Source: an optimization exercise on an open RTL-to-GDS flow (aim: small area). Production flows keep margins and buffers that such runs may drop.
RTL that was checked went through simulation tests only; none was proved equivalent to the original.
Only the layout flow was run in runs 1 to 3; the RTL was not checked for function there.
Power is estimated from default activity; no workload was simulated.

$ cat flow/run.sh
#!/bin/bash
# synth_recipe.tcl (not shown) runs the flow's synth.tcl, then flattens the netlist and writes it again
# the make line also repeats each setting of config.mk as NAME=value (left out here)
make -C /OpenROAD-flow-scripts/flow DESIGN_CONFIG=/design/flow/config.mk WORK_HOME=/design/flow/orfs CLKGATE_MAP_FILE= SYNTH_SCRIPT=/design/flow/synth_recipe.tcl finish
$ cat flow/constraint.sdc
create_clock -name core_clock -period 10.0 [get_ports {clk}]
set_input_delay 2.0000 -clock core_clock [delete_from_list [all_inputs] [get_ports {clk}]]
set_output_delay 2.0000 -clock core_clock [all_outputs]
set_load 0.01 [all_outputs]
$ cat flow/config.mk
export PLATFORM = sky130hd
export DESIGN_NAME = lcdm_framer
export DESIGN_NICKNAME = lcdm_framer
export VERILOG_FILES = /design/flow/design.v
export SDC_FILE = /design/flow/constraint.sdc
export NUM_CORES = 4
export LEC_CHECK = 0
export CAP_MARGIN = 20
export CORE_MARGIN = 2
export CORE_UTILIZATION = 40
export CTS_BUF_LIST = sky130_fd_sc_hd__clkbuf_4
export SLEW_MARGIN = 20
$ cat flow/design.v
module lcdm_framer (
    input  wire        clk,
    input  wire        rst,
    input  wire        op_valid,
    output wire        op_ready,
    input  wire [7:0]  op_sel,
    input  wire [15:0] op_arg,
    input  wire [7:0]  op_len,
    input  wire        hin_valid,
    output reg         hin_ready,
    input  wire [7:0]  hin_data,
    output reg         hout_valid,
    input  wire        hout_ready,
    output reg  [7:0]  hout_data,
    output reg         res_valid,
    output reg  [3:0]  res_code,
    output reg  [7:0]  res_byte,
    output reg         t_req_valid,
    input  wire        t_req_ready,
    output reg  [2:0]  t_req_kind,
    output reg  [15:0] t_req_data,
    output reg         t_req_last,
    input  wire        t_rsp_valid,
    output reg         t_rsp_ready,
    input  wire [7:0]  t_rsp_data,
    input  wire        t_rsp_last,
    input  wire        t_rsp_err,
    input  wire        t_rsp_empty
);
    localparam [7:0] REQUEST_START  = 8'h04;
    localparam [7:0] RESPONSE_START = 8'h01;
    localparam [7:0] DEVICE_ID      = 8'h50;
    localparam [7:0] TEXT_START     = 8'h02;
    localparam [7:0] TEXT_END       = 8'h03;
    localparam [7:0] ACK            = 8'h06;
    localparam [7:0] NACK           = 8'h15;
    localparam [7:0] EOT            = 8'h04;
    localparam [10:0] N_RETRY = 11'd1050;
    localparam integer RING = 59;
    localparam [5:0]  P_FIRST = 6'd3;
    localparam [5:0]  P_LAST  = 6'd61;
    localparam [7:0] SEL_OPEN      = 8'h01;
    localparam [7:0] SEL_CLOSE     = 8'h02;
    localparam [7:0] SEL_CHECKSUM  = 8'h10;
    localparam [7:0] SEL_ENCODE    = 8'h11;
    localparam [7:0] SEL_SEND      = 8'h12;
    localparam [7:0] SEL_CLASSIFY  = 8'h20;
    localparam [7:0] SEL_READ_CTL  = 8'h21;
    localparam [7:0] SEL_VALIDATE  = 8'h22;
    localparam [7:0] SEL_READ_FRM  = 8'h23;
    localparam [7:0] SEL_READ_RSP  = 8'h30;
    localparam [7:0] SEL_TRANSACT  = 8'h31;
    localparam [3:0] R_OK        = 4'd0;
    localparam [3:0] R_CLOSED    = 4'd1;
    localparam [3:0] R_TRANSPORT = 4'd2;
    localparam [3:0] R_EXHAUSTED = 4'd3;
    localparam [3:0] R_NOT_ACK   = 4'd4;
    localparam [3:0] R_MALFORMED = 4'd5;
    localparam [3:0] R_CHECKSUM  = 4'd6;
    localparam [3:0] R_REF_SEL   = 4'd8;
    localparam [3:0] R_REF_OPEN  = 4'd9;
    localparam [3:0] R_REF_BAUD  = 4'd10;
    localparam [3:0] R_REF_NOPEN = 4'd11;
    localparam [2:0] T_OPEN  = 3'd1;
    localparam [2:0] T_CLOSE = 3'd2;
    localparam [2:0] T_READ  = 3'd3;
    localparam [2:0] T_WRITE = 3'd4;
    localparam [2:0] T_SLEEP = 3'd5;
    localparam [4:0]
        S_IDLE = 5'd0,
        S_IN   = 5'd1,    
        S_HDR  = 5'd2,    
        S_PL   = 5'd3,    
        S_END  = 5'd4,    
        S_SUM  = 5'd5,    
        S_WRSP = 5'd6,    
        S_RREQ = 5'd7,    
        S_RRSP = 5'd8,    
        S_CHK  = 5'd9,    
        S_AREQ = 5'd10,   
        S_ARSP = 5'd11,
        S_SREQ = 5'd12,   
        S_SRSP = 5'd13,
        S_OUT  = 5'd14,   
        S_RES  = 5'd15,   
        S_OREQ = 5'd16,   
        S_ORSP = 5'd17;
    reg [4:0]  state;
    reg        open;        
    reg        xo;          
    reg        yo;          
    reg        ctl;         
    reg [3:0]  code;
    reg [7:0]  acc;         
    reg [6:0]  cnt;         
    reg [10:0] r1;          
    reg        fa;          
    reg        fc;          
    reg        l1;          
    reg        l2;          
    reg [5:0]  ph;          
    reg [7:0]  ring [0:RING-1];
    function [1:0] classify(input [7:0] b);
        begin
            if (b == ACK)       classify = 2'd0;
            else if (b == NACK) classify = 2'd1;
            else if (b == EOT)  classify = 2'd2;
            else                classify = 2'd3;
        end
    endfunction
    wire needs_open = (op_sel == SEL_SEND) || (op_sel == SEL_READ_CTL) ||
                      (op_sel == SEL_READ_FRM) || (op_sel == SEL_READ_RSP) ||
                      (op_sel == SEL_TRANSACT);
    wire takes_bytes = (op_sel == SEL_SEND) || (op_sel == SEL_TRANSACT);
    wire baud_ok = (op_arg == 16'd9600) || (op_arg == 16'd19200);
    wire       match   = (ph == cnt[5:0]);
    wire       storing = (cnt[5:0] >= P_FIRST) && (cnt[5:0] <= P_LAST);
    wire       wr_ok   = match || !storing;
    wire       rmatch  = (ph == r1[5:0]);
    wire [7:0] tap     = ring[RING-1];
    wire       ops_done = (r1[7:0] == 8'hff);
    wire       out_done = (r1[6:0] == cnt - 7'd2);
    wire [7:0] din = (state == S_RRSP) ? t_rsp_data : hin_data;
    wire       to_trans  = xo;
    wire       enc_ready = to_trans ? t_req_ready : hout_ready;
    reg        enc_valid;
    reg [7:0]  dout;
    assign op_ready = (state == S_IDLE);
    always @(*) begin
        hin_ready   = 1'b0;
        enc_valid   = 1'b0;
        hout_valid  = 1'b0;
        t_req_valid = 1'b0;
        t_req_kind  = T_WRITE;
        t_req_last  = 1'b1;
        t_rsp_ready = 1'b0;
        dout        = 8'h00;
        t_req_data  = 16'h0000;
        case (state)
            S_IN: hin_ready = wr_ok && !ops_done;
            S_HDR: begin
                enc_valid  = 1'b1;
                t_req_last = 1'b0;
                case (cnt[1:0])
                    2'd0: dout = REQUEST_START;
                    2'd1: dout = DEVICE_ID;
                    2'd2: dout = TEXT_START;
                    default: dout = acc;
                endcase
            end
            S_PL: begin
                enc_valid  = hin_valid && !ops_done;
                hin_ready  = enc_ready && !ops_done;
                t_req_last = 1'b0;
                dout       = hin_data;
            end
            S_END: begin
                enc_valid  = 1'b1;
                t_req_last = 1'b0;
                dout       = TEXT_END;
            end
            S_SUM: begin
                enc_valid = 1'b1;
                dout      = acc;
            end
            S_RREQ: begin
                t_req_valid = 1'b1;
                t_req_kind  = T_READ;
            end
            S_AREQ: begin
                t_req_valid = 1'b1;
                dout        = ACK;
            end
            S_SREQ: begin
                t_req_valid = 1'b1;
                t_req_kind  = T_SLEEP;
                dout        = 8'd200;
            end
            S_OREQ: begin
                t_req_valid = 1'b1;
                t_req_kind  = yo ? T_OPEN : T_CLOSE;
                dout        = acc;
                t_req_data[15:8] = !yo ? 8'h00 : acc[7] ? 8'h25 : 8'h4b;
            end
            S_RRSP: t_rsp_ready = wr_ok;
            S_WRSP, S_ARSP, S_SRSP, S_ORSP: t_rsp_ready = 1'b1;
            S_OUT: begin
                hout_valid = rmatch && !out_done;
                dout       = tap;
            end
            default: ;
        endcase
        if (enc_valid) begin
            if (to_trans) t_req_valid = 1'b1;
            else          hout_valid  = 1'b1;
        end
        t_req_data[7:0] = dout;
        hout_data       = dout;
        res_valid       = (state == S_RES);
        res_code        = code;
        res_byte        = ctl ? {6'd0, classify(acc)} : acc;
    end
    integer k;
    always @(posedge clk) begin
        ring[0] <= match ? din : tap;
        for (k = 1; k < RING; k = k + 1)
            ring[k] <= ring[k-1];
    end
    always @(posedge clk) begin
        if (rst) ph <= P_FIRST;
        else     ph <= (ph == P_LAST) ? P_FIRST : ph + 6'd1;
    end
    task take_byte;
        begin
            acc <= acc ^ din;
            if (!(cnt[6] && cnt[0])) cnt <= cnt + 7'd1;
            if (cnt == 7'd1) fa <= (acc == RESPONSE_START) && (din == DEVICE_ID);
            if (cnt == 7'd2) fc <= (din == TEXT_START);
            l1 <= (din == TEXT_END);
            l2 <= l1;
        end
    endtask
    task start_loop(input c);
        begin
            ctl   <= c;
            r1    <= 11'd0;
            cnt   <= 7'd0;
            acc   <= 8'h00;
            fa    <= 1'b0;
            fc    <= 1'b0;
            l1    <= 1'b0;
            l2    <= 1'b0;
            state <= S_RREQ;
        end
    endtask
    task finish(input [3:0] c);
        begin
            code  <= c;
            state <= S_RES;
        end
    endtask
    always @(posedge clk) begin
        if (rst) begin
            state <= S_IDLE;
            open  <= 1'b0;
        end else begin
            case (state)
                S_IDLE: begin
                    if (op_valid) begin
                        r1   <= {3'd0, ~op_len};
                        cnt  <= 7'd0;
                        fa   <= 1'b0;
                        fc   <= 1'b0;
                        l1   <= 1'b0;
                        l2   <= 1'b0;
                        acc  <= ((op_sel == SEL_OPEN) || (op_sel == SEL_ENCODE) ||
                                 (op_sel == SEL_SEND) || (op_sel == SEL_TRANSACT) ||
                                 (op_sel == SEL_CLASSIFY)) ? op_arg[7:0] : 8'h00;
                        ctl  <= (op_sel == SEL_CLASSIFY);
                        code <= R_OK;
                        xo   <= 1'b0;
                        yo   <= 1'b0;
                        if (needs_open && !open) begin
                            code  <= R_CLOSED;
                            state <= takes_bytes ? S_IN : S_RES;
                        end else begin
                            case (op_sel)
                                SEL_OPEN: begin
                                    yo  <= 1'b1;
                                    if (open)          finish(R_REF_OPEN);
                                    else if (!baud_ok) finish(R_REF_BAUD);
                                    else               state <= S_OREQ;
                                end
                                SEL_CLOSE: begin
                                    if (!open) finish(R_REF_NOPEN);
                                    else       state <= S_OREQ;
                                end
                                SEL_CHECKSUM: state <= S_IN;
                                SEL_VALIDATE: begin
                                    yo    <= 1'b1;
                                    state <= S_IN;
                                end
                                SEL_ENCODE: begin
                                    state <= S_HDR;
                                end
                                SEL_SEND: begin
                                    xo    <= 1'b1;
                                    state <= S_HDR;
                                end
                                SEL_TRANSACT: begin
                                    xo    <= 1'b1;
                                    yo    <= 1'b1;
                                    state <= S_HDR;
                                end
                                SEL_CLASSIFY: state <= S_RES;
                                SEL_READ_CTL: start_loop(1'b1);
                                SEL_READ_RSP: begin
                                    xo <= 1'b1;
                                    yo <= 1'b1;
                                    start_loop(1'b1);
                                end
                                SEL_READ_FRM: begin
                                    xo <= 1'b1;
                                    start_loop(1'b0);
                                end
                                default: finish(R_REF_SEL);
                            endcase
                        end
                    end
                end
                S_IN: begin
                    if (ops_done) begin
                        state <= yo ? S_CHK : S_RES;
                    end else if (hin_valid && wr_ok) begin
                        take_byte;
                        r1 <= r1 + 11'd1;
                    end
                end
                S_HDR: begin
                    if (enc_ready) begin
                        cnt <= cnt + 7'd1;
                        if (cnt[1:0] == 2'd3) begin
                            acc   <= acc ^ (REQUEST_START ^ DEVICE_ID ^ TEXT_START ^ TEXT_END);
                            state <= S_PL;
                        end
                    end
                end
                S_PL: begin
                    if (ops_done) begin
                        state <= S_END;
                    end else if (hin_valid && enc_ready) begin
                        acc <= acc ^ din;
                        r1  <= r1 + 11'd1;
                    end
                end
                S_END: if (enc_ready) state <= S_SUM;
                S_SUM: begin
                    if (enc_ready) begin
                        if (to_trans) state <= S_WRSP;
                        else          finish(R_OK);
                    end
                end
                S_WRSP: begin
                    if (t_rsp_valid) begin
                        if (t_rsp_err) finish(R_TRANSPORT);
                        else if (!yo)  finish(R_OK);
                        else           start_loop(1'b1);
                    end
                end
                S_RREQ: begin
                    if (t_req_ready) begin
                        r1    <= r1 + 11'd1;
                        state <= S_RRSP;
                    end
                end
                S_RRSP: begin
                    if (t_rsp_valid && wr_ok) begin
                        if (t_rsp_err) begin
                            finish(R_TRANSPORT);
                        end else if (ctl) begin
                            if (!t_rsp_empty && !fa) begin
                                acc <= acc ^ din;
                                fa  <= 1'b1;
                            end
                            if (t_rsp_last) begin
                                if (fa || !t_rsp_empty) begin
                                    state <= S_CHK;
                                end else if (r1 == N_RETRY) begin
                                    finish(R_EXHAUSTED);
                                end else begin
                                    state <= S_RREQ;
                                end
                            end
                        end else begin
                            if (!t_rsp_empty) take_byte;
                            if (t_rsp_last) begin
                                if (t_rsp_empty ? l2 : l1) state <= S_CHK;
                                else if (r1 == N_RETRY)    finish(R_EXHAUSTED);
                                else                       state <= S_RREQ;
                            end
                        end
                    end
                end
                S_CHK: begin
                    r1 <= {8'd0, P_FIRST};
                    if (ctl) begin
                        if (!yo)             finish(R_OK);
                        else if (acc != ACK) finish(R_NOT_ACK);
                        else                 start_loop(1'b0);
                    end
                    else if (!fa)                finish(R_MALFORMED);
                    else if (acc != 8'h00)       finish(R_CHECKSUM);
                    else if (!(fc && l2))        finish(R_MALFORMED);
                    else if (cnt[6] && cnt[0])   finish(R_MALFORMED);
                    else if (xo)                 state <= S_AREQ;
                    else                         state <= S_OUT;
                end
                S_AREQ: if (t_req_ready) state <= S_ARSP;
                S_ARSP: begin
                    if (t_rsp_valid) begin
                        if (t_rsp_err) finish(R_TRANSPORT);
                        else           state <= S_SREQ;
                    end
                end
                S_SREQ: if (t_req_ready) state <= S_SRSP;
                S_SRSP: if (t_rsp_valid) state <= S_OUT;
                S_OUT: begin
                    if (out_done)                 state <= S_RES;
                    else if (rmatch && hout_ready) r1 <= r1 + 11'd1;
                end
                S_OREQ: if (t_req_ready) state <= S_ORSP;
                S_ORSP: begin
                    if (t_rsp_valid) begin
                        open <= yo && !t_rsp_err;
                        finish(t_rsp_err ? R_TRANSPORT : R_OK);
                    end
                end
                S_RES: state <= S_IDLE;
                default: state <= S_IDLE;
            endcase
        end
    end
endmodule
==> flow_summary.json, run 1 <==
{
  "drv_cap": 0,
  "grt_overflow": 0,
  "p_int_mw": 3.64,
  "area_growth_pct": 18.9,
  "rsz0062_at_grt": "false",
  "leakagePower_nw": 6.95,
  "hold_buffers": 0,
  "switchingPower_mw": 1.49,
  "synth_top_flop_cell": "dfxtp_1",
  "die_y_um": 197,
  "htree_levels": 3,
  "cts.clk_slew.worst_paths_ns": 0.07,
  "cts_tree": "yes",
  "pre_cts_ws_ns": 4.20,
  "cts-resized-gates": 0,
  "swShare_pct": 29.1,
  "nets": 1408,
  "slew_violations": 0,
  "routed_wl_um": 31600,
  "synth_top_area_cell": "dfxtp_1",
  "grt_usage_pct": 16.5,
  "syn-instance-count": 1178,
  "seq_area_frac_synth_pct": 72.2,
  "max_slew_margin_pct": 28.4,
  "drive_above_1_share_pct": 15.5,
  "multi_input_area_mm2": 0.00364,
  "synth_commonest_cells": "dfxtp_1, nor2_1, nand2_1",
  "tightest_slew_ns": 1.07,
  "yosysMostFrequentCell": "dfxtp_1",
  "placedInstanceArea_mm2": 0.0162,
  "vias": 9334,
  "cp_max_fo": 36,
  "wl_per_cell_um": 16.5,
  "status": "finished clean",
  "syn_area_mm2": 0.0150,
  "clkPwrFrac_pct": 32.7,
  "drtIter0Drc": 603,
  "worst_slack_ns": 4.06,
  "synth-seq-cells": 521,
  "hpwlAfterDp_um": 20600,
  "p_total_mw": 5.13,
  "cp-end-kind": "output pin",
  "postSynth.asyncResetShare_pct": 0,
  "clk_path_buf_depth": 3,
  "dr.pass1.iters": 6,
  "path_class": "reg -> out",
  "synth_cell_type_count": 87,
  "grt_pass1_wl_um": 50200,
  "start_kind": "register",
  "final_area_mm2": 0.0178,
  "post_cts_buffers": 0,
  "tns_ns": 0,
  "remaining_drc_errors": 0,
  "cts_buffers": 119,
  "crit_required_ns": 8.00,
  "min_path_type": "reg -> reg",
  "fin_skew_ns": 0.0635,
  "antenna_found_initial": 1,
  "ios": 104,
  "synthTopCellsByArea": "dfxtp_1, edfxtp_1, nor2_1",
  "antenna_left": 0,
  "power_density_mw_per_mm2": 288,
  "grt_pass1_vias": 9291,
  "gp_congestion": 0.905,
  "rows": 70,
  "fin_crit_sh_pct": 59.4,
  "period_needed_ns": 5.94,
  "die_w_um": 197,
  "avgSynthCellArea_um2": 12.7,
  "seq_area_mm2": 0.0108,
  "cp.arrival_ns": 3.94,
  "synth_top_area_share_pct": 64.8,
  "ir_worst_vdd_mv": 0.132,
  "start_util_pct": 40.8,
  "synth_edf_count": 37,
  "combPwrFrac_pct": 18.5,
  "cts_root_buffer": "clkbuf_4",
  "fmax_mhz": 168,
  "grt_max_degree": 40,
  "hold_violations": 0,
  "vias_per_cell": 4.89,
  "portBuffers": 101,
  "fp.dieArea_mm2": 0.0390,
  "ys_warn_count": 2,
  "setup_violations": 0,
  "seq_power_share_pct": 48.8,
  "clk_latency_ns": 0.79,
  "fill_cells": 3305,
  "fp.coreArea_mm2": 0.0367,
  "clkSinkCount": 521
}
==> final cells by class <==
| class | count | area share [%] |
|---|---|---|
| clock inverters | 43 | 1.65 |
| inverters | 17 | 0.359 |
| repair buffers | 110 | 6.06 |
| well taps | 468 | 3.29 |
| diodes | 1 | 0.0141 |
| clock buffers | 177 | 7.47 |
| multi-input cells | 571 | 20.4 |
| flip-flops and latches | 521 | 60.7 |
==> final timing paths <==
kind / slack [ns] / cells after the start / from / endpoint
max: 4.06 / 7 / state[3] / hout_data[5]
min: 0.27 / 0 / ring[20][3] / ring[21][3]
max reg2reg: 6.50 / 7 / cnt[1] / acc[4]
min reg2reg: 0.27 / 0 / ring[20][3] / ring[21][3]
==> critical path: stages (launching register included) <==
cell,delay (ns)
dfxtp_1,0.31
buf_4,0.36
nor2b_1,0.53
nand2_1,0.32
nor2_1,0.63
a222oi_1,0.30
inv_1,0.14
clkdlybuf4s50_1,0.54
==> routing by layer <==
layer / up-vias / global-route usage, % / share of wire (%)
li1: 4498 / - / -
met1: 4427 / 22.0 / 46
met2: 351 / 24.4 / 44
met3: 58 / 5.16 / 7.5
met4: 0 / 8.05 / 3.0
met5: - / 0 / 0
==> placed cells by master (no fill, tap or decap), types with 8 or more instances in the layout <==
master,Yosys,routed
o21ai_0,39,39
clkinv_1,0,31
inv_1,17,17
clkdlybuf4s50_1,0,101
dfxtp_1,484,484
xor2_1,23,23
o31ai_1,9,9
a21oi_1,40,40
nand3_1,24,24
a31oi_1,13,13
o22ai_1,15,15
nand2b_1,10,10
a211oi_1,8,8
mux2i_1,8,8
nor2b_1,24,24
nand2_1,75,75
nor3_1,14,14
nor3b_1,9,9
buf_4,15,9
xnor2_1,18,18
nor4_1,11,11
nor2_1,79,79
edfxtp_1,37,37
clkbuf_4,0,177
o211ai_1,8,8
ha_1,10,10
==> metrics by stage <==
| step | util (%) | hold WS (ns) | cells |
|---|---|---|---|
| global placement | 44.0 | 0.310 | 1687 |
| floorplan | - | 0.310 | 1179 |
| CTS | 48.4 | 0.264 | 1907 |
| detailed placement | 44.0 | 0.312 | 1687 |
| finish | 48.5 | 0.268 | 1908 |
| global route | 48.5 | 0.279 | 1908 |
==> cell families after synthesis <==
kind of cell / share of synthesized area (%)
AOI/OAI and AO/OA: 9.29
xor gates and xnor gates: 2.40
adders and majority gates: 0.836
buffers and inverters: 3.57
DFF: 72.2
muxes: 0.912
other: 0.0251
and+or+nand+nor: 10.8
==> sequential cells by signal, summed over array words and instances (netlist names) <==
signal  cells
l2          1
fc          1
ph          6
state       5
acc         8
code        4
l1          1
ring      472
open        1
cnt         7
ctl         1
xo          1
fa          1
yo          1
r1         11
==> power groups by stage <==
stage	Sequential, mW	Clock (mW)	Combinational (mW)
after global placement	2.55	0	0.928
after global routing	2.53	1.86	1.03
after CTS	2.51	1.75	0.938
final	2.51	1.68	0.949
after floorplan	2.47	0	0.690
after detailed placement	2.55	0	0.933
==> run 2, diff against run 1 <==
--- a/flow/config.mk
+++ b/flow/config.mk
@@ -8,5 +8,5 @@
 export CAP_MARGIN = 20
 export CORE_MARGIN = 2
-export CORE_UTILIZATION = 40
-export CTS_BUF_LIST = sky130_fd_sc_hd__clkbuf_4
+export CORE_UTILIZATION = 60
+export CTS_BUF_LIST = sky130_fd_sc_hd__clkbuf_2 sky130_fd_sc_hd__clkbuf_4
 export SLEW_MARGIN = 20
==> run 2 against run 1 <==
Net effect:
- still clean on timing, DRC and antenna
- critical path depth shrank 1
- first-iteration DRC count grew 44%
- non-clock buffer count shrank 1
- global-route usage grew 9.5 points
- area after synthesis is the same
- clock-buffer cell count shrank 14
- total power shrank 0.70%
- core utilization grew 23 points
- maximum frequency grew 0.94%
- critical path type unchanged
==> flow_summary.json, run 2 <==
{
  "area_growth_pct": 16.7,
  "synth_commonest_cells": "dfxtp_1, nor2_1, nand2_1",
  "timing.rr.end": "acc[4]",
  "ir_worst_vdd_mv": 0.188,
  "wl_per_cell_um": 19.3,
  "min_path_type": "reg -> reg",
  "fill_cells": 1641,
  "clk_path_buf_depth": 3,
  "vias_per_cell": 5.37,
  "htree_levels": 3,
  "antenna_left": 0,
  "yosysMostFrequentCell": "dfxtp_1",
  "grt_max_degree": 40,
  "regToRegSetupSlack_ns": 6.44,
  "gp_congestion": 0.910,
  "path_class": "reg -> out",
  "hold_violations": 0,
  "yosys-mux-area-fraction_pct": 0.912,
  "clk_latency_ns": 0.79,
  "holdPathEnd": "ring[36][0]",
  "synth_top_flop_cell": "dfxtp_1",
  "synth_cell_type_count": 87,
  "power_density_mw_per_mm2": 292,
  "leakagePower_nw": 6.86,
  "portBuffers": 101,
  "drv_cap": 0,
  "top_register": "ring",
  "max_slew_margin_pct": 32.8,
  "cts_tree": "yes",
  "grt_busiest_layer": "met2",
  "status": "finished clean",
  "tightest_slew_ns": 1.00,
  "setup_violations": 0,
  "synthAdderAreaFrac_pct": 0.836,
  "final_cell_mix": "dfxtp_1, clkbuf_4, clkdlybuf4s50_1",
  "hold_buffers": 0,
  "routed_wl_um": 33500,
  "fp.dieArea_mm2": 0.0262,
  "clkSinkCount": 521,
  "use_met3_pct": 7.28,
  "vias": 9330,
  "remaining_drc_errors": 0,
  "synth-seq-cells": 521,
  "use_met1_pct": 34.1,
  "rsz0062_at_grt": "false",
  "syn_area_mm2": 0.0150,
  "fin_crit_sh_pct": 58.8,
  "rows": 57,
  "postSynth.asyncResetShare_pct": 0,
  "seq_power_share_pct": 49.5,
  "fmax_mhz": 170,
  "clkPwrFrac_pct": 31.7,
  "swShare_pct": 30.2,
  "cts_buffers": 113,
  "hpwlAfterDp_um": 21100,
  "nets": 1401,
  "ys_warn_count": 2,
  "synth_top_area_share_pct": 64.8,
  "cts_root_buffer": "clkbuf_4",
  "final_common_cell": "dfxtp_1",
  "die_w_um": 162,
  "antenna_found_initial": 1,
  "period_needed_ns": 5.88,
  "post_cts_buffers": 0,
  "slew_violations": 0,
  "dr.pass1.iters": 5,
  "cts-resized-gates": 0,
  "syn-instance-count": 1178,
  "cp-end-kind": "output pin",
  "cp.arrival_ns": 3.88,
  "ios": 104,
  "switchingPower_mw": 1.54,
  "holdCritStartpoint": "ring[35][0]",
  "start_kind": "register",
  "synthTopCellsByArea": "dfxtp_1, edfxtp_1, nor2_1",
  "crit_required_ns": 8.00,
  "rr_worst_depth": 7,
  "drive_above_1_share_pct": 14.7,
  "drtIter0Drc": 869,
  "grt_usage_pct": 26.1,
  "grt_pass1_vias": 9658,
  "hold_path_depth": 0,
  "crit_start": "cnt[1]",
  "worstPathCellList": "ha_1 > a21oi_1 > o32a_1 > nor2_1 > a221o_1 > clkdlybuf4s50_1",
  "cts.clk_slew.worst_paths_ns": 0.08,
  "reg_top3": "ring x472, r1 x11, acc x8",
  "grt_pass1_wl_um": 52600,
  "synth-compound-area-share_pct": 9.29,
  "synth_top_family_by_area": "simple AND/OR/NAND/NOR gates",
  "slowest_stage": "nor2_1",
  "synth_xor_area_share_pct": 2.40,
  "synth_top_area_cell": "dfxtp_1",
  "synth_edf_count": 37,
  "cp_max_fo": 9,
  "critical-path-max-stage-delay_ns": 0.63,
  "synth-simple-area-share_pct": 10.8,
  "avgSynthCellArea_um2": 12.7,
  "seq_area_frac_synth_pct": 72.2,
  "r2r-start": "cnt[1]",
  "p_int_mw": 3.56,
  "largest_reg_flops": 472,
  "grt_overflow": 0,
  "die_y_um": 162,
  "final_util_pct": 71.6,
  "combPwrFrac_pct": 18.9,
  "tns_ns": 0,
  "fin_skew_ns": 0.0695,
  "fp.coreArea_mm2": 0.0244,
  "start_util_pct": 61.3,
  "grtUsageMet2_pct": 41.1
}
[run 2: cell counts after synthesis]
Identical to the previous run, type by type.
[run 2: logic make-up after synthesis]
kind of cell / after synthesis
other cells: 1
fa+ha+maj: 10
xor+xnor: 41
mux: 13
simple gates: 305
flops: 521
buf+inv: 87
compound gates: 200
[run 2: routing by layer]
metal | vias to the layer above | wire, um | share of wire (%)
met5 | - | 0 | 0
met4 | 0 | 914 | 2.7
met3 | 73 | 2590 | 7.7
met2 | 428 | 15400 | 46
met1 | 4375 | 14700 | 44
li1 | 4454 | - | -
[run 2: layout make-up]
| cell class | count | area [um2] | area share [%] |
|---|---|---|---|
| Antenna cell | 2 | 5.00 | 0.0287 |
| Clock buffer | 163 | 1220 | 7.01 |
| Clock inverter | 32 | 253 | 1.45 |
| Inverter | 17 | 63.8 | 0.366 |
| Multi-Input combinational cell | 571 | 3640 | 20.8 |
| Sequential cell | 521 | 10800 | 61.9 |
| Tap cell | 324 | 405 | 2.32 |
| Timing Repair Buffer | 109 | 1070 | 6.13 |
[run 2: worst max path at each step]
stage / endpoint / slack, ns
CTS: t_req_data[0] / 4.13
floorplan: t_req_data[4] / 5.40
detailed placement: hout_valid / 4.30
global placement: hout_valid / 4.33
finish: t_req_data[0] / 4.12
global route: t_req_data[0] / 3.90
[run 2: per-stage QoR]
step / power (mW) / setup WS, ns / std cells / area (um2) / hold WS, ns
6_report: 5.10 / 4.12 / 1739 / 17500 / 0.280
3_3_place_gp: 3.49 / 4.33 / 1542 / 16000 / 0.310
2_1_floorplan: 3.16 / 5.40 / 1179 / 15000 / 0.310
4_1_cts: 5.12 / 4.13 / 1737 / 17400 / 0.277
3_5_place_dp: 3.49 / 4.30 / 1542 / 16000 / 0.312
5_1_grt: 5.33 / 3.90 / 1739 / 17500 / 0.282
[run 2: worst max-delay path, delay by kind of cell, from the launching register on]
family	cells	cell delay [ns]
buf+inv	1	0.60
flops	1	0.56
simple gates	1	0.63
compound gates	3	0.81
fa+ha+maj	1	0.50
[run 2: power groups by stage]
stage               sequential (mW)  combinational, mW  clock [mW]
floorplan                      2.47              0.690           0
global placement               2.55              0.934           0
detailed placement             2.56              0.931           0
CTS                            2.52              0.938        1.66
global route                   2.54               1.03        1.76
finish                         2.52              0.962        1.61
==> run 3, diff against run 2 <==
==> flow/flow/run.sh (new file) <==
#!/bin/bash
# Standard ORFS layout (the standard.sh, unchanged synthesis), with
# smaller port buffers and a clock tree built without dummy loads.
set -euo pipefail
export BUFFER_PORTS_ARGS="-buffer_cell sky130_fd_sc_hd__buf_1"
export CTS_ARGS="-sink_clustering_enable -repair_clock_nets -dont_use_dummy_load -sink_clustering_size 30 -sink_clustering_max_diameter 100 -buf_list {sky130_fd_sc_hd__clkbuf_8 sky130_fd_sc_hd__clkbuf_16}"
bash standard.sh > standard_flow.log 2>&1
==> flow/standard.sh (new file) <==
#!/bin/bash
# synth_recipe.tcl (not shown) runs the flow's synth.tcl, then flattens the netlist and writes it again
# the make line also repeats each setting of config.mk as NAME=value (left out here)
make -C /OpenROAD-flow-scripts/flow DESIGN_CONFIG=/design/flow/config.mk WORK_HOME=/design/flow/orfs CLKGATE_MAP_FILE= SYNTH_SCRIPT=/design/flow/synth_recipe.tcl "${@:-finish}"
--- a/flow/config.mk
+++ b/flow/config.mk
@@ -9,4 +9,3 @@
 export CORE_MARGIN = 2
 export CORE_UTILIZATION = 60
-export CTS_BUF_LIST = sky130_fd_sc_hd__clkbuf_2 sky130_fd_sc_hd__clkbuf_4
 export SLEW_MARGIN = 20
removed: flow/run.sh
==> run 3 against run 2 <==
Net effect:
- still clean
- area after synthesis stayed put
- first-iteration DRC count is 14% higher
- global-route usage is 3.1 points lower
- routed wire length is 10% lower
- combinational power is about 10% lower
- hold slack better by 0.0025 ns
- largest power group unchanged
==> flow_summary.json, run 3 <==
{
  "post_cts_buffers": 0,
  "antenna_found_initial": 1,
  "min_path_type": "reg -> reg",
  "syn_area_mm2": 0.0150,
  "hold_buffers": 0,
  "start_kind": "register",
  "cts_root_buffer": "clkbuf_16",
  "rows": 57,
  "synth_cell_type_count": 87,
  "power_density_mw_per_mm2": 273,
  "yosysMostFrequentCell": "dfxtp_1",
  "r2r-start": "cnt[0]",
  "drive_above_1_share_pct": 4.59,
  "seq_area_frac_synth_pct": 72.2,
  "cp.arrival_ns": 3.12,
  "synth-seq-cells": 521,
  "clk_path_buf_depth": 3,
  "clk_latency_ns": 0.57,
  "synth_top_area_cell": "dfxtp_1",
  "nets": 1312,
  "htree_levels": 1,
  "hpwlAfterDp_um": 19800,
  "ir_worst_vdd_mv": 0.180,
  "crit_required_ns": 8.00,
  "grt_pass1_wl_um": 47100,
  "hold_path_depth": 0,
  "synth_top_flop_cell": "dfxtp_1",
  "fin_skew_ns": 0.102,
  "largest_reg_flops": 472,
  "fp.coreArea_mm2": 0.0244,
  "dr.pass1.iters": 5,
  "fmax_mhz": 195,
  "crit_start": "cnt[0]",
  "gp_congestion": 0.932,
  "reg_top3": "ring x472, r1 x11, acc x8",
  "clkSinkCount": 521,
  "status": "finished clean",
  "antenna_left": 0,
  "portBuffers": 101,
  "die_w_um": 162,
  "leakagePower_nw": 6.02,
  "synth_commonest_cells": "dfxtp_1, nor2_1, nand2_1",
  "grt_usage_pct": 22.9,
  "synth_edf_count": 37,
  "tns_ns": 0,
  "cts_tree": "yes",
  "vias": 8710,
  "fin_crit_sh_pct": 51.2,
  "rr_worst_depth": 6,
  "slowest_stage": "nor2_1",
  "regToRegSetupSlack_ns": 6.73,
  "path_class": "reg -> out",
  "cts.clk_slew.worst_paths_ns": 0.10,
  "grt_pass1_vias": 8214,
  "max_slew_margin_pct": 27.9,
  "postSynth.asyncResetShare_pct": 0,
  "cts-resized-gates": 0,
  "drv_cap": 0,
  "cp_max_fo": 9,
  "setup_violations": 0,
  "top_register": "ring",
  "remaining_drc_errors": 0,
  "synthTopCellsByArea": "dfxtp_1, edfxtp_1, nor2_1",
  "drtIter0Drc": 987,
  "wl_per_cell_um": 19.1,
  "cts_buffers": 23,
  "ys_warn_count": 2,
  "period_needed_ns": 5.12,
  "worst_slack_ns": 4.88,
  "ios": 104,
  "final_common_cell": "dfxtp_1",
  "final_cell_mix": "dfxtp_1, buf_1, nor2_1",
  "start_util_pct": 61.3,
  "rsz0062_at_grt": "false",
  "grt_max_degree": 40,
  "slew_violations": 0,
  "routed_wl_um": 30000,
  "tightest_slew_ns": 1.08,
  "syn-instance-count": 1178,
  "synth_top_area_share_pct": 64.8,
  "pre_cts_ws_ns": 5.06,
  "critical-path-max-stage-delay_ns": 0.58,
  "cp-endpoint": "t_req_data[0]",
  "fp.dieArea_mm2": 0.0262,
  "vias_per_cell": 5.55,
  "die_y_um": 162,
  "timing.rr.end": "cnt[6]",
  "area_growth_pct": 6.46,
  "grt_overflow": 0,
  "hold_violations": 0,
  "worstPathCellList": "ha_1 > a21oi_1 > o32a_1 > nor2_1 > a221o_1 > buf_1",
  "avgSynthCellArea_um2": 12.7,
  "cp-end-kind": "output pin"
}
## run 3: cell counts after synthesis
No cell type changed its count.
## run 3: where the power goes
part	internal (mW)	total, mW	switching (mW)
clock	0.412	0.977	0.565
combinational	0.301	0.861	0.560
sequential	2.36	2.51	0.154
total	3.07	4.35	1.28
## run 3: cell type report
class                   instances  area (um2)
fillers                      1842        8470
well taps                     324         405
clock buffers                  23         576
multi-input cells             571        3630
flip-flops and latches        521       10800
repair buffers                110         447
inverters                      17        63.8
diodes                          2        5.00
## run 3: worst min path at each step
| stage | from | endpoint | slack, ns |
|---|---|---|---|
| 3_5_place_dp | ring[16][7] | ring[17][7] | 0.31 |
| 5_1_grt | ring[56][4] | ring[57][4] | 0.28 |
| 3_3_place_gp | ring[17][5] | ring[18][5] | 0.31 |
| 6_report | ring[56][4] | ring[57][4] | 0.28 |
| 4_1_cts | ring[56][4] | ring[57][4] | 0.28 |
| 2_1_floorplan | ring[9][0] | ring[10][0] | 0.31 |
## run 3: cell families after synthesis
logic type,share of synthesized area (%)
AO/OA/AOI/OAI,9.29
XOR/XNOR,2.40
multiplexers,0.912
flip-flops,72.2
other,0.0251
adder cells (fa/ha/maj),0.836
buffers and inverters,3.57
AND/OR/NAND/NOR,10.8
## run 3: layer usage
layer,up-vias,track usage (%),part of all wire (%)
li1,4168,-,-
met1,4156,34.6,48
met2,309,33.7,42
met3,77,3.17,6.3
met4,0,9.01,3.9
met5,-,0,0
## run 3: worst max-delay path, delay by kind of cell (launching register included)
family | cells | cell delay, ns
AOI/OAI and AO/OA | 3 | 0.77
and+or+nand+nor | 1 | 0.58
buffers and inverters | 1 | 0.22
DFF | 1 | 0.56
adders and majority gates | 1 | 0.46
## run 3: metrics by stage
stage / power, mW / instance area [um2] / hold slack [ns] / utilization, % / std cells
after floorplan: 3.16 / 15000 / 0.310 / - / 1179
after global placement: 3.39 / 15300 / 0.311 / 62.9 / 1543
after detailed placement: 3.39 / 15300 / 0.312 / 62.9 / 1543
after CTS: 4.36 / 15900 / 0.282 / 65.3 / 1566
after global routing: 4.55 / 15900 / 0.277 / 65.3 / 1567
final: 4.35 / 15900 / 0.283 / 65.3 / 1568
==> run 4, diff against run 3 <==
--- a/flow/design.v
+++ b/flow/design.v
@@ -121,5 +121,5 @@
     wire       ops_done = (r1[7:0] == 8'hff);
     wire       out_done = (r1[6:0] == cnt - 7'd2);
-    wire [7:0] din = (state == S_RRSP) ? t_rsp_data : hin_data;
+    wire [7:0] din = (state == S_IN) ? hin_data : t_rsp_data;
     wire       to_trans  = xo;
     wire       enc_ready = to_trans ? t_req_ready : hout_ready;
@@ -199,5 +199,5 @@
         res_valid       = (state == S_RES);
         res_code        = code;
-        res_byte        = ctl ? {6'd0, classify(acc)} : acc;
+        res_byte        = acc;
     end
     integer k;
@@ -240,4 +240,5 @@
         end
     endtask
+    wire [1:0] rsp_cls = fa ? acc[1:0] : classify(t_rsp_data);
     always @(posedge clk) begin
         if (rst) begin
@@ -254,8 +255,5 @@
                         l1   <= 1'b0;
                         l2   <= 1'b0;
-                        acc  <= ((op_sel == SEL_OPEN) || (op_sel == SEL_ENCODE) ||
-                                 (op_sel == SEL_SEND) || (op_sel == SEL_TRANSACT) ||
-                                 (op_sel == SEL_CLASSIFY)) ? op_arg[7:0] : 8'h00;
-                        ctl  <= (op_sel == SEL_CLASSIFY);
+                        acc  <= 8'h00;
                         code <= R_OK;
                         xo   <= 1'b0;
@@ -268,4 +266,5 @@
                                 SEL_OPEN: begin
                                     yo  <= 1'b1;
+                                    acc <= op_arg[7:0];
                                     if (open)          finish(R_REF_OPEN);
                                     else if (!baud_ok) finish(R_REF_BAUD);
@@ -282,8 +281,10 @@
                                 end
                                 SEL_ENCODE: begin
+                                    acc   <= op_arg[7:0];
                                     state <= S_HDR;
                                 end
                                 SEL_SEND: begin
                                     xo    <= 1'b1;
+                                    acc   <= op_arg[7:0];
                                     state <= S_HDR;
                                 end
@@ -291,7 +292,11 @@
                                     xo    <= 1'b1;
                                     yo    <= 1'b1;
+                                    acc   <= op_arg[7:0];
                                     state <= S_HDR;
                                 end
-                                SEL_CLASSIFY: state <= S_RES;
+                                SEL_CLASSIFY: begin
+                                    acc   <= {6'd0, classify(op_arg[7:0])};
+                                    state <= S_RES;
+                                end
                                 SEL_READ_CTL: start_loop(1'b1);
                                 SEL_READ_RSP: begin
@@ -330,5 +335,5 @@
                         state <= S_END;
                     end else if (hin_valid && enc_ready) begin
-                        acc <= acc ^ din;
+                        acc <= acc ^ hin_data;
                         r1  <= r1 + 11'd1;
                     end
@@ -360,10 +365,12 @@
                         end else if (ctl) begin
                             if (!t_rsp_empty && !fa) begin
-                                acc <= acc ^ din;
+                                acc <= {6'd0, classify(t_rsp_data)};
                                 fa  <= 1'b1;
                             end
                             if (t_rsp_last) begin
                                 if (fa || !t_rsp_empty) begin
-                                    state <= S_CHK;
+                                    if (!yo)                    finish(R_OK);
+                                    else if (rsp_cls != 2'd0)   finish(R_NOT_ACK);
+                                    else                        start_loop(1'b0);
                                 end else if (r1 == N_RETRY) begin
                                     finish(R_EXHAUSTED);
@@ -384,10 +391,5 @@
                 S_CHK: begin
                     r1 <= {8'd0, P_FIRST};
-                    if (ctl) begin
-                        if (!yo)             finish(R_OK);
-                        else if (acc != ACK) finish(R_NOT_ACK);
-                        else                 start_loop(1'b0);
-                    end
-                    else if (!fa)                finish(R_MALFORMED);
+                    if (!fa)                     finish(R_MALFORMED);
                     else if (acc != 8'h00)       finish(R_CHECKSUM);
                     else if (!(fc && l2))        finish(R_MALFORMED);
==> flow/run.sh (new file) <==
#!/bin/bash
# synth_recipe.tcl (not shown) runs the flow's synth.tcl, then flattens the netlist and writes it again
# the make line also repeats each setting of config.mk as NAME=value (left out here)
make -C /OpenROAD-flow-scripts/flow DESIGN_CONFIG=/design/flow/config.mk WORK_HOME=/design/flow/orfs CLKGATE_MAP_FILE= SYNTH_SCRIPT=/design/flow/synth_recipe.tcl finish
--- a/flow/config.mk
+++ b/flow/config.mk
@@ -8,4 +8,4 @@
 export CAP_MARGIN = 20
 export CORE_MARGIN = 2
-export CORE_UTILIZATION = 60
+export CORE_UTILIZATION = 40
 export SLEW_MARGIN = 20
removed: flow/flow/run.sh
removed: flow/standard.sh
==> run 4 against run 3 <==
Net effect:
- synthesized cell count rose by 2.7%
- die area rose by 50%
- non-clock buffer count rose by 7
- largest cell class unchanged
==> flow_summary.json, run 4 <==
{
  "clk_path_buf_depth": 3,
  "gp_congestion": 0.936,
  "fp.coreArea_mm2": 0.0375,
  "grt_max_degree": 36,
  "seq_area_frac_synth_pct": 71.4,
  "syn-instance-count": 1210,
  "hold_buffers": 0,
  "setup_violations": 0,
  "final_cell_mix": "dfxtp_1, clkdlybuf4s50_1, nor2_1",
  "grtUsageMet2_pct": 25.5,
  "postSynth.asyncResetShare_pct": 0,
  "p_int_mw": 3.81,
  "post_cts_buffers": 0,
  "grt_pass1_vias": 9080,
  "final_common_cell": "dfxtp_1",
  "die_y_um": 198,
  "cts_buffers": 49,
  "vias_per_cell": 5.09,
  "cp_common_cell": "clkdlybuf4s50_1",
  "drv_cap": 0,
  "synthTopCellsByArea": "dfxtp_1, edfxtp_1, nor2_1",
  "synth-simple-area-share_pct": 11.1,
  "htree_levels": 2,
  "tightest_slew_ns": 1.04,
  "fin_skew_ns": 0.0188,
  "synth_top_flop_cell": "dfxtp_1",
  "crit_required_ns": 8.00,
  "clkSinkCount": 521,
  "power_density_mw_per_mm2": 294,
  "synth_top_family_by_area": "simple AND/OR/NAND/NOR gates",
  "critical-path-max-stage-delay_ns": 0.55,
  "cts.clk_slew.worst_paths_ns": 0.06,
  "ir_worst_vdd_mv": 0.140,
  "cp-end-kind": "output pin",
  "final_util_pct": 48.5,
  "portBuffers": 101,
  "synth_top_area_share_pct": 64.1,
  "rsz0062_at_grt": "false",
  "synth_commonest_cells": "dfxtp_1, nor2_1, nand2_1",
  "use_met3_pct": 4.48,
  "grt_usage_pct": 18.2,
  "antenna_left": 0,
  "grt_overflow": 0,
  "switchingPower_mw": 1.53,
  "cts_tree": "yes",
  "clkPwrFrac_pct": 34.2,
  "synthAdderAreaFrac_pct": 0.910,
  "cts_root_buffer": "clkbuf_16",
  "swShare_pct": 28.7,
  "start_kind": "primary input",
  "cts-resized-gates": 0,
  "syn_area_mm2": 0.0151,
  "p_total_mw": 5.34,
  "dr.pass1.iters": 6,
  "die_w_um": 198,
  "max_slew_margin_pct": 30.2,
  "hpwlAfterDp_um": 24300,
  "antenna_found_initial": 2,
  "worstPathCellList": "clkdlybuf4s50_1 > nand3_1 > a211oi_1 > a221oi_1 > nand2_1 > clkdlybuf4s50_1",
  "fin_cells": 1868,
  "cp_max_fo": 5,
  "drtIter0Drc": 964,
  "fin_crit_sh_pct": 57.3,
  "clk_latency_ns": 0.57,
  "wl_per_cell_um": 19.1,
  "min_path_type": "reg -> reg",
  "synth-compound-area-share_pct": 10.6,
  "final_area_mm2": 0.0182,
  "drive_above_1_share_pct": 9.51,
  "synth_cell_type_count": 86,
  "tns_ns": 0,
  "top_register": "ring",
  "nets": 1385,
  "placedCellCount": 1776,
  "avgSynthCellArea_um2": 12.5,
  "grt_busiest_layer": "met1",
  "cp.arrival_ns": 3.73,
  "ys_warn_count": 2,
  "placedInstanceArea_mm2": 0.0165,
  "grt_pass1_wl_um": 54600,
  "seq_power_share_pct": 46.9,
  "slew_violations": 0,
  "synth_top_area_cell": "dfxtp_1",
  "yosys-mux-area-fraction_pct": 1.01,
  "leakagePower_nw": 7.00,
  "status": "finished clean",
  "rows": 71,
  "fmax_mhz": 174,
  "reg_top3": "ring x472, r1 x11, acc x8",
  "fp.dieArea_mm2": 0.0394,
  "slowest_stage": "clkdlybuf4s50_1",
  "synth_edf_count": 37,
  "ios": 104,
  "use_met1_pct": 27.0,
  "path_class": "in -> out",
  "combPwrFrac_pct": 18.9,
  "synth-seq-cells": 521,
  "synth_xor_area_share_pct": 2.09,
  "period_needed_ns": 5.73,
  "hold_violations": 0,
  "start_util_pct": 40.3,
  "routed_wl_um": 35700,
  "area_growth_pct": 20.2,
  "vias": 9511,
  "remaining_drc_errors": 0,
  "largest_reg_flops": 472,
  "yosysMostFrequentCell": "dfxtp_1"
}
[run 4: metrics by stage]
stage | hold WS (ns) | setup WS, ns
6_report | 0.317 | 4.27
5_1_grt | 0.328 | 4.19
4_1_cts | 0.324 | 4.26
3_5_place_dp | 0.312 | 4.27
3_3_place_gp | 0.310 | 4.29
2_1_floorplan | 0.310 | 5.35
[run 4: critical path: cells and delay by family]
| family | cells | cell delay [ns] |
|---|---|---|
| buffers and inverters | 2 | 1.09 |
| AO/OA/AOI/OAI | 2 | 0.39 |
| AND/OR/NAND/NOR | 2 | 0.25 |
[run 4: area by class of cell]
| cell class | instances | area (um2) |
|---|---|---|
| Fill cell | 3359 | 19300 |
| Sequential cell | 521 | 10800 |
| Multi-Input combinational cell | 606 | 3900 |
| Clock buffer | 71 | 1420 |
| Timing Repair Buffer | 117 | 1130 |
| Tap cell | 511 | 639 |
| Clock inverter | 20 | 205 |
| Inverter | 21 | 78.8 |
| Antenna cell | 1 | 2.50 |
[run 4: logic make-up after synthesis]
logic type,Yosys count
AOI/OAI and AO/OA,224
xor gates and xnor gates,36
adders and majority gates,11
buffers and inverters,84
DFF,521
muxes,14
other,1
and+or+nand+nor,319
[run 4: worst paths after layout]
kind,cells after the start,from,to,slack [ns]
max,6,hin_data[2],hout_data[2],4.27
min,0,ring[46][6],ring[47][6],0.32
max reg2reg,8,cnt[1],cnt[3],6.37
min reg2reg,0,ring[46][6],ring[47][6],0.32
[run 4: metal layers]
metal,part of all wire [%],routed length (um)
met5,0,0
met4,3.0,1050
met3,8.7,3100
met1,47,16900
met2,41,14600
[run 4: power groups by stage]
stage / clock network, mW / registers (mW) / logic (mW)
floorplan: 0 / 2.47 / 0.675
global placement: 0 / 2.54 / 0.993
detailed placement: 0 / 2.54 / 0.987
CTS: 1.87 / 2.50 / 0.991
global route: 1.96 / 2.53 / 1.09
finish: 1.82 / 2.50 / 1.01
==> run 5, diff against run 4 <==
--- a/flow/config.mk
+++ b/flow/config.mk
@@ -6,4 +6,5 @@
 export NUM_CORES = 4
 export LEC_CHECK = 0
+export ABC_AREA = 1
 export CAP_MARGIN = 20
 export CORE_MARGIN = 2
==> run 5 against run 4 <==
Net effect:
- still clean on timing, DRC and antenna
- die area barely moved
- cell count up 9.3%
- clock-buffer cell count decreased by 3
- first-iteration DRC count shrank 36%
- non-clock buffer count decreased by 15
- area after synthesis hardly changed
- register-to-register slack improved by 0.28 ns
- via count fell by 1.1%
- sequential share of layout area fell by 0.56 points
- combinational power decreased by 9%
- clock skew increased by 0.0064 ns
- critical endpoint is now hout_data[6]
- largest power group unchanged
==> flow_summary.json, run 5 <==
{
  "antenna_left": 0,
  "ios": 104,
  "start_util_pct": 40.3,
  "cp-end-kind": "output pin",
  "seq_area_frac_synth_pct": 71.4,
  "crit_required_ns": 8.00,
  "ir_worst_vdd_mv": 0.136,
  "largest_reg_flops": 472,
  "yosysMostFrequentCell": "dfxtp_1",
  "hold_buffers": 0,
  "rr_worst_depth": 10,
  "reg_top3": "ring x472, r1 x11, acc x8",
  "cts-resized-gates": 0,
  "final_common_cell": "dfxtp_1",
  "final_cell_mix": "dfxtp_1, nand2_1, nor2_1",
  "tightest_slew_ns": 0.898,
  "synth-seq-cells": 521,
  "post_cts_buffers": 0,
  "n_antenna_cell": 0,
  "fmax_mhz": 171,
  "fin_crit_sh_pct": 58.6,
  "drtIter0Drc": 617,
  "p_total_mw": 5.22,
  "avgSynthCellArea_um2": 11.1,
  "dr_wl_met3_um": 1920,
  "drv_cap": 0,
  "syn_area_mm2": 0.0151,
  "synth_edf_count": 37,
  "timing.rr.end": "r1[4]",
  "fp.coreArea_mm2": 0.0375,
  "synth_commonest_cells": "dfxtp_1, nand2_1, nor2_1",
  "r2r-start": "cnt[1]",
  "cts_tree": "yes",
  "clk_latency_ns": 0.57,
  "die_w_um": 198,
  "max_slew_margin_pct": 39.9,
  "fin_skew_ns": 0.0252,
  "top_register": "ring",
  "clk_path_buf_depth": 3,
  "dr.pass1.iters": 5,
  "portBuffers": 101,
  "die_y_um": 198,
  "drt-met1-wl_um": 16000,
  "start_kind": "primary input",
  "cp_common_cell": "clkdlybuf4s50_1",
  "routed_wl_um": 33600,
  "cts_buffers": 49,
  "dr_wl_met2_um": 14300,
  "synth_top_flop_cell": "dfxtp_1",
  "grt_pass1_vias": 9449,
  "grt_usage_pct": 17.4,
  "fp.dieArea_mm2": 0.0394,
  "htree_levels": 2,
  "regToRegSetupSlack_ns": 6.65,
  "nets": 1560,
  "slew_violations": 0,
  "worstPathCellList": "clkdlybuf4s50_1 > inv_1 > nor2_1 > a2111oi_0 > o21ai_0 > clkdlybuf4s50_1",
  "setup_violations": 0,
  "synth_top_area_cell": "dfxtp_1",
  "clkSinkCount": 521,
  "power_density_mw_per_mm2": 284,
  "tns_ns": 0,
  "leakagePower_nw": 7.60,
  "rsz0062_at_grt": "false",
  "slowest_stage": "clkdlybuf4s50_1",
  "vias_per_cell": 4.60,
  "cp_max_fo": 3,
  "hold_path_depth": 0,
  "vias": 9402,
  "antenna_found_initial": 1,
  "area_growth_pct": 21.3,
  "status": "finished clean",
  "holdPathEnd": "ring[57][1]",
  "drive_above_1_share_pct": 10.7,
  "syn-instance-count": 1364,
  "critical-path-max-stage-delay_ns": 0.54,
  "grt_pass1_wl_um": 52100,
  "hpwlAfterDp_um": 23900,
  "grt_overflow": 0,
  "min_path_type": "reg -> reg",
  "ys_warn_count": 2,
  "cts.clk_slew.worst_paths_ns": 0.06,
  "rows": 71,
  "period_needed_ns": 5.86,
  "synth_top_area_share_pct": 64.1,
  "synthTopCellsByArea": "dfxtp_1, edfxtp_1, nand2_1",
  "holdCritStartpoint": "ring[56][1]",
  "synth_cell_type_count": 56,
  "grt_max_degree": 20,
  "hold_violations": 0,
  "final_util_pct": 49.0,
  "cp.arrival_ns": 3.86,
  "routed.top_layer": "met5",
  "wl_per_cell_um": 16.4,
  "cts_root_buffer": "clkbuf_16",
  "remaining_drc_errors": 0,
  "path_class": "in -> out",
  "postSynth.asyncResetShare_pct": 0,
  "gp_congestion": 0.961
}
## run 5: layout make-up
class | count | area (um2)
clock buffers | 68 | 1460
clock inverters | 23 | 278
fillers | 3414 | 19100
inverters | 149 | 564
multi-input cells | 668 | 3590
flip-flops and latches | 521 | 10800
well taps | 511 | 639
repair buffers | 102 | 1020
## run 5: metal layers
| layer | vias up | global-route usage [%] |
|---|---|---|
| met1 | 4331 | 23.9 |
| li1 | 4668 | - |
| met3 | 78 | 3.42 |
| met4 | 2 | 8.43 |
| met5 | - | 0 |
| met2 | 323 | 26.5 |
## run 5: cell families after synthesis
kind of cell / share of synthesized area (%)
compound gates: 6.51
xor+xnor: 1.51
buf+inv: 4.87
other cells: 0.0248
simple gates: 14.8
flops: 71.4
fa+ha+maj: 0.910
## run 5: per-stage QoR
step / instance area (um2) / instances / hold slack (ns) / worst slack, ns
after floorplan: 15100 / 1365 / 0.310 / 5.14
after global placement: 16600 / 1951 / 0.311 / 4.19
after detailed placement: 16600 / 1951 / 0.312 / 4.11
after CTS: 18400 / 2042 / 0.301 / 4.12
after global routing: 18400 / 2042 / 0.309 / 4.03
final: 18400 / 2042 / 0.310 / 4.14
## run 5: power by group
part,switching [mW],internal (mW)
Sequential,0.114,2.29
Combinational,0.588,0.327
Clock,0.786,1.12
## run 5: how the worst max path moves through the flow
stage               slack [ns]            end   startpoint
finish                    4.14   hout_data[6]  hin_data[6]
global placement          4.19  t_req_data[6]  hin_data[6]
floorplan                 5.14  t_req_data[6]  hin_data[6]
global route              4.03   hout_data[6]  hin_data[6]
CTS                       4.12   hout_data[6]  hin_data[6]
detailed placement        4.11   hout_data[6]  hin_data[6]
## run 5: critical path: cells and delay by family
kind                   cells  cell delay, ns
AOI/OAI and AO/OA          2            0.62
and+or+nand+nor            1            0.07
buffers and inverters      3            1.16

afterwards: timing with drivers on the ports:
The flow's constraints put no driver on any port. The routed layouts listed below were extracted and timed again, unchanged, in two steps.
Step 1 sets driving cells, clkbuf_16 on the clock port and buf_2 on the other inputs (assumed; they add their load-dependent delay and slew).
Step 2 moves the port delays by t, midway between the first and last clock arrival at a register: inputs arrive t later, outputs are due t later. That takes back most of the time a late clock gives input paths.
Slacks: ideal ports / drivers / drivers and shift; pairs: ideal ports / drivers.
run	t (ns)	slack for setup (ns)	worst setup path after step 2
run 1	0.796	4.064 / 4.022 / 4.154	input to output
run 2	0.811	4.119 / 4.079 / 4.257	input to output
run 3	0.569	4.879 / 4.828 / 5.040	input to output
run 4	0.603	4.267 / 4.163 / 4.163	input to output
run 5	0.612	4.139 / 4.114 / 4.114	input to output
After both steps setup and hold are still met in every run listed. For run 4, which loses most, drivers alone change the setup slack by -0.104 ns; drivers and shift together by -0.104 ns.
